Background: an optimization exercise with open tools, aiming at small area, a short achievable clock period and few clock cycles per item. Do not read the settings as production practice. Power is estimated from default activity; no workload was simulated.

## bm_select
module bm_select (
    input  wire        clk,
    input  wire        rst,
    input  wire [11:0] cfg_dmin,
    input  wire [31:0] cfg_tex,
    input  wire [31:0] cfg_uniq,
    input  wire        cfg_sp,
    input  wire        s_valid,
    output wire        s_ready,
    input  wire [32:0] s_cost,
    input  wire        s_eval,
    input  wire        s_last,
    input  wire [32:0] s_text,
    output wire        m_valid,
    input  wire        m_ready,
    output wire [15:0] m_disp
);
For scale: roughly 2,800 cells after synthesis, ~360 flip-flops, roughly 170 I/O pins, about 0.027 mm^2 of cells after synthesis.
export LEC_CHECK = 0
export CAP_MARGIN = 20
export CORE_MARGIN = 2
export CORE_UTILIZATION = 40
export SLEW_MARGIN = 20
create_clock -name core_clock -period 12.0 [get_ports {clk}]
standard.sh (not shown) runs the stock make flow with config.mk's settings and CLKGATE_MAP_FILE= SYNTH_SCRIPT=/design/flow/synth_recipe.tcl, a recipe that flattens the netlist after the stock synthesis.
==> flow/flow/run.sh <==
#!/bin/bash
# Standard layout, with the post-placement and post-CTS/GRT timing repair asked
# to reach a larger setup slack than the default.
set -euo pipefail
bash standard.sh SETUP_SLACK_MARGIN=8 finish > standard_flow.log 2>&1
The first run completed with no timing, DRC or antenna violations.
==> next run, changes <==
--- a/flow/design.v
+++ b/flow/design.v
@@ -26,27 +26,27 @@
     reg  [32:0] B;
     reg  [5:0]  p;
     reg         d2;          
     reg         hasF;
     reg  [32:0] F;
     reg         aok;
-    reg  [35:0] A;           
+    reg  [33:0] A;           
     reg  [34:0] bS;          
     reg  [32:0] prev;
     reg         pe;
     reg         dvo;         
     reg  [2:0]  dst;         
     reg         ds;          
     reg  [2:0]  dn;          
     reg  [4:0]  q;
     reg  [31:0] U;           
     reg         uq_r;        
     reg         uok;         
     reg         rs;          
-    reg  [42:0] acc;         
-    reg         sat;         
+    reg  [39:0] acc;
+    reg         sat;
     reg         mact;        
     reg  [4:0]  mi;          
     reg  [1:0]  dig;         
     reg  [11:0] dmin_r;
     reg         sp_r;
     reg         t_gt, t_eq, t_ge;
@@ -154,22 +154,22 @@
     wire uok_n     = !f_we && !rs && !mact;
     wire bg_done_n = (!found_n || !hasF_n || uok_n) && (!dvo_n || (dst_n == 3'd0 && !ds_n));
     wire srdy_n    = !(fire && s_last) && (!pend_n || (bg_done_n && !mv_n));
     wire [4:0]  mi_n = rs ? mstart : mi - 5'd1;
     wire        v_hi = dig[1];
     wire        v_lo = dig[0];
-    wire [42:0] madd = {acc[40:0], 2'b00} + (v_hi ? {9'd0, B, 1'b0} : 43'd0)
-                                         + (v_lo ? {10'd0, B} : 43'd0);
-    wire        ovf  = sat || (acc[42:40] != 3'd0);    
-    wire [35:0] dx    = dst[2] ? A : ds ? {A[34:0], 1'b0} : {1'b0, bS};
-    wire [35:0] dy    = dst[0] ? A : ds ? {1'b0, bS} : {3'b0, B};
-    wire        dsub  = !(dst[0] || (ds && A[35]));
-    wire [35:0] dsum  = dx + (dsub ? ~dy : dy) + {35'd0, dsub};
-    wire        qb    = !dsum[35];
-    wire [40:0] usum   = {2'b0, F, 6'd0} + {3'b0, F, 5'd0} + {6'b0, F, 2'd0} + {1'b0, ~acc[39:0]};
-    wire        uq     = !hasF || (!ovf && uq_r);
+    wire [42:0] madd = {1'b0, acc, 2'b00} + (v_hi ? {9'd0, B, 1'b0} : 43'd0)
+                                          + (v_lo ? {10'd0, B} : 43'd0);
+    wire [35:0] dx    = dst[2] ? {2'b0, A} : {1'b0, bS};
+    wire [35:0] dy    = dst[0] ? {2'b0, A} : ds ? {1'b0, A, 1'b0} : {3'b0, B};
+    wire        dsub  = !dst[0];
+    wire        dcin  = dst[2] || dst[1];
+    wire [35:0] dsum  = dx + (dsub ? ~dy : dy) + {35'd0, dcin};
+    wire        qb    = dsum[35];
+    wire [40:0] usum   = {2'b0, F, 6'd0} + {3'b0, F, 5'd0} + {6'b0, F, 2'd0} + {1'b0, ~acc};
+    wire        uq     = !hasF || (!sat && uq_r);
     wire        tex_ok = t_gt || (t_eq && t_ge);
     wire        pre_ok = found && tex_ok;
     wire [5:0]  qm     = {1'b0, q} - 6'd15;
     wire [4:0]  off    = dvo ? qm[5:1] : 5'd0;
     wire [11:0] d_ok   = dmin_r + {6'd0, p} - {11'd0, off[4]};
     wire [11:0] d_bad  = dmin_r - 12'd1;
@@ -219,32 +219,34 @@
             disp <= (pre_ok && uq) ? val_ok : val_bad;
         if (rs || mact) begin
             mi  <= mi_n;
             dig <= {Vx[{mi_n, 1'b1}], Vx[{mi_n, 1'b0}]};
         end
         if (rs) begin
-            acc <= 43'd0;
+            acc <= 40'd0;
             sat <= 1'b0;
         end else if (mact) begin
-            acc <= madd;
-            sat <= ovf;
+            acc <= madd[39:0];
+            sat <= sat || (madd[42:40] != 3'd0);
         end
         if (proc && nb)
-            A <= {3'b0, prev};
-        else if (dst[2] || ds)
-            A <= dsum;
+            A <= {1'b0, prev};
+        else if (dst[2])
+            A <= dsum[33:0];
+        else if (ds)
+            A <= qb ? ~dsum[33:0] : {A[32:0], 1'b0};
         if (dst[1] || dst[0])
             bS <= dsum[34:0];
         else if (proc && fnd && !d2)
             bS <= {2'b0, c};
         if (ds)
             q <= {q[3:0], qb};
         c_r <= s_cost;
         e_r <= s_eval;
         l_r <= s_last;
-        if (srdy) begin
+        if (fire) begin
             U      <= cfg_uniq;
             dmin_r <= cfg_dmin;
             sp_r   <= cfg_sp;
             t_gt   <= ltt({17'd0, cfg_tex[31:16]}, {16'd0, s_text[32:16]});
             t_eq   <= s_text[32:16] == {1'b0, cfg_tex[31:16]};
             t_ge   <= !ltt({17'd0, s_text[15:0]}, {17'd0, cfg_tex[15:0]});
Outcome: The new run completed without violations; die area decreases by a few percent; power drops by a few percent; synthesized area goes down by a few percent; sequential share of layout area went up by 0.69 points; combinational power decreases by a few percent; clock power shrinks by a little under a tenth; cell area came out lower by a few percent; setup slack improved by 110 ps; hold slack improved by 21 ps; clock skew came out lower by 17 ps; routed wire length is about the same; non-clock buffer count shrinks by 11; sequential cell count decreases by 5; synthesized cell count drops by a few percent.
Function was not checked in any run of this note: the RTL went through the layout flow alone.

-- port drivers added, routing unchanged --
The results above use ideal ports. As a check the final layouts listed here were re-extracted and re-timed, cells and wires unchanged. Step 1 (the two cells are an assumption about what drives the block):
set clk [get_ports {clk}]
set_driving_cell -lib_cell sky130_fd_sc_hd__clkbuf_16 $clk
set_driving_cell -lib_cell sky130_fd_sc_hd__buf_2 [delete_from_list [all_inputs] $clk]
Step 2 times the ports against the registers' clock, not the clock port: input delays grow and output delays shrink by t, the midpoint of the rising clock arrivals with the driver on. Slacks: ideal / step 1 / step 2; pairs: ideal / step 1.
| run | t, ns | setup WS [ns] | hold slack, ns | worst slew at a driven data input, ns | cell pins on the clock port's net |
|---|---|---|---|---|---|
| the first run | 0.641 | 7.952 / 7.952 / 7.506 | 0.457 / 0.457 / 0.457 | 0.09 | 1 |
| the second run | 0.627 | 8.065 / 8.065 / 7.518 | 0.478 / 0.478 / 0.478 | 0.09 | 1 |
After both steps every run listed still meets setup and hold. For the second run, which loses most, drivers alone change the setup slack by 0.000 ns; drivers and shift together by -0.547 ns.
